This design comes from an exercise in tuning for small area, a short achievable clock period and few clock cycles per item on the open sky130 flow, not from production work.
Power figures rest on the tool's default switching activity, not on a simulated workload.

// irdec
module irdec (
    input  wire        clk,
    input  wire        rst,
    input  wire        req_valid,
    output wire        req_ready,
    input  wire [2:0]  req_op,
    input  wire [31:0] req_now,
    output reg         rsp_valid,
    output wire [51:0] rsp
);
For scale: roughly 270 flip-flops, about 92 I/O pins, about 0.018 mm² of cells after synthesis.
export LEC_CHECK = 0
export CAP_MARGIN = 20
export CORE_MARGIN = 2
export CORE_UTILIZATION = 40
export CTS_BUF_LIST = sky130_fd_sc_hd__clkbuf_8
export CTS_CLUSTER_DIAMETER = 50
export CTS_CLUSTER_SIZE = 20
export PLACE_DENSITY = 0.6
export SLEW_MARGIN = 20
export TNS_END_PERCENT = 5
create_clock -name core_clock -period 11.0 [get_ports {clk}]
standard.sh (not shown) runs the stock make flow with config.mk's settings and CLKGATE_MAP_FILE= SYNTH_SCRIPT=/design/flow/synth_recipe.tcl, a recipe that flattens the netlist after the stock synthesis.
==> flow/flow/run.sh <==
#!/bin/bash
# Own layout flow: the standard flow (standard.sh, unchanged synthesis),
# with plain buffers on the ports instead of delay buffers, timing repair
# aiming for extra setup slack and free to change a cell's footprint when
# resizing it. The make run logs to its own file here.
set -euo pipefail
bash standard.sh \
  "BUFFER_PORTS_ARGS=-buffer_cell sky130_fd_sc_hd__buf_1" \
  "SETUP_SLACK_MARGIN=${OWN_SETUP_MARGIN:-7}" \
  "MATCH_CELL_FOOTPRINT=0" \
  finish > standard_finish.log 2>&1
==> next run, changes <==
--- a/flow/design.v
+++ b/flow/design.v
@@ -41,32 +41,12 @@
             r = 1'b1;
             for (i = 0; i < 16; i = i + 1)
                 r = k[i] ? (x[i] & r) : (x[i] | r);
             ge16 = r;
         end
     endfunction
-    function automatic ge18(input [17:0] x, input [17:0] k);
-        integer i;
-        reg r;
-        begin
-            r = 1'b1;
-            for (i = 0; i < 18; i = i + 1)
-                r = k[i] ? (x[i] & r) : (x[i] | r);
-            ge18 = r;
-        end
-    endfunction
-    function automatic ge6(input [5:0] x, input [5:0] k);
-        integer i;
-        reg r;
-        begin
-            r = 1'b1;
-            for (i = 0; i < 6; i = i + 1)
-                r = k[i] ? (x[i] & r) : (x[i] | r);
-            ge6 = r;
-        end
-    endfunction
     wire to1 = ge16(d1, 16'd27000);
     wire nl1 = ge16(d1, 16'd12375);
     wire nh1 = ge16(d1, 16'd6750);
     wire ng1 = ge16(d1, 16'd1687);
     wire pl1 = ge16(d1, 16'd3456);
     wire pg1 = ge16(d1, 16'd1296);
@@ -92,24 +72,24 @@
     wire        sat     = lo_brw ? !hi_eq1 : !hi_eq0;
     wire [18:0] lw_diff = {1'b0, req_now[17:0]} - {1'b0, lv_next[17:0]};
     wire [13:0] xw      = req_now[31:18];
     wire [13:0] yw      = ~lv_next[31:18];
     wire        w_eq0   = ((xw ^ yw) == 14'h3FFF);
     wire        w_eq1   = ((xw ^ yw) == {xw[12:0] | yw[12:0], 1'b0});
-    wire        in_win  = (lw_diff[18] ? w_eq1 : w_eq0) && !ge18(lw_diff[17:0], 18'd162000);
+    wire        in_win  = (lw_diff[18] ? w_eq1 : w_eq0) && (lw_diff[17:0] < 18'd162000);
     always @(posedge clk) begin
         v1   <= req_valid && !rst;
         e1   <= req_valid && !rst && (req_op == OP_EDGE);
         op1  <= req_op;
         now1 <= req_now;
         d1   <= el | {16{sat}};
         win1 <= in_win;
     end
     wire nec_bit  = ng1;
     wire nec_cmp  = nec_bit ^ nec_data[16];        
-    wire nec_hi   = ge6(nec_c, 6'd26);              
+    wire nec_hi   = (nec_c >= 6'd26);              
     reg  [5:0]  nec_c_n;
     reg         nec_claim;
     reg         nec_hold;                           
     always @* begin
         nec_c_n   = nec_c;
         nec_claim = 1'b0;
@@ -227,13 +207,13 @@
                 nec_data <= {nec_bit, nec_data[23:1]};
                 nec_ok   <= 1'b1;
             end
         end
         if (pan_go) begin
             pan_data <= pan_shift;
-            pan_ok   <= !ge6(pan_c, 6'd42) || (pan_ok && pan_cmp);
+            pan_ok   <= (pan_c < 6'd42) || (pan_ok && pan_cmp);
         end
         if (h_init)
             hp <= 8'd0;
         else if (h_pulse)
             hp <= hp + 8'd1;
         if (h_pulse)
Effect: The changed run ran to the end with no violations. Total power goes up by 36%. Setup slack degrades by 0.31 ns. Via count is higher by 1.2%. Final area goes down by 0.74%. Non-clock buffer count grows by 15. Fmax fell by 6.5%. Die area fell by 1.3%. Synthesized cell count came out lower by 0.42%. Count of clock-buffer cells in the layout climbs by 1. Clock skew rises by 0.0054 ns. Sequential cell count stays the same. Sequential power hardly moves. Wire length climbs by 5.6%. Register-to-register slack degrades by 0.31 ns.
Function was not checked in any run of this note: the RTL went through the layout flow alone.

-- afterwards: timing with drivers on the ports --
How much do the figures lean on ideal ports? The routed layouts below were timed once more, with nothing changed but the port constraints.
Step 1, drivers: a clkbuf_16 drives clk and a buf_2 each remaining input, both assumed.
Step 2 adds t to the input delays and takes it off the output delays; t is the mean of the earliest and latest rising clock arrival at the registers after step 1. Input paths then give back, and output paths get back, about the clock's delay inside the block.
a / b / c = ideal / step 1 / step 2; a / b = the first two.
run	t (ns)	setup WS [ns]	worst register clock-pin slew, ns	cell pins on the clock port's net
the first run	0.643	6.590 / 6.543 / 5.986	0.09 / 0.09	1
the second run	0.647	6.283 / 6.283 / 5.775	0.09 / 0.09	1
After both steps setup and hold are still met in every run listed. The setup slack of the first run, which loses most, moves by -0.047 ns with the drivers and by -0.604 ns with both steps.
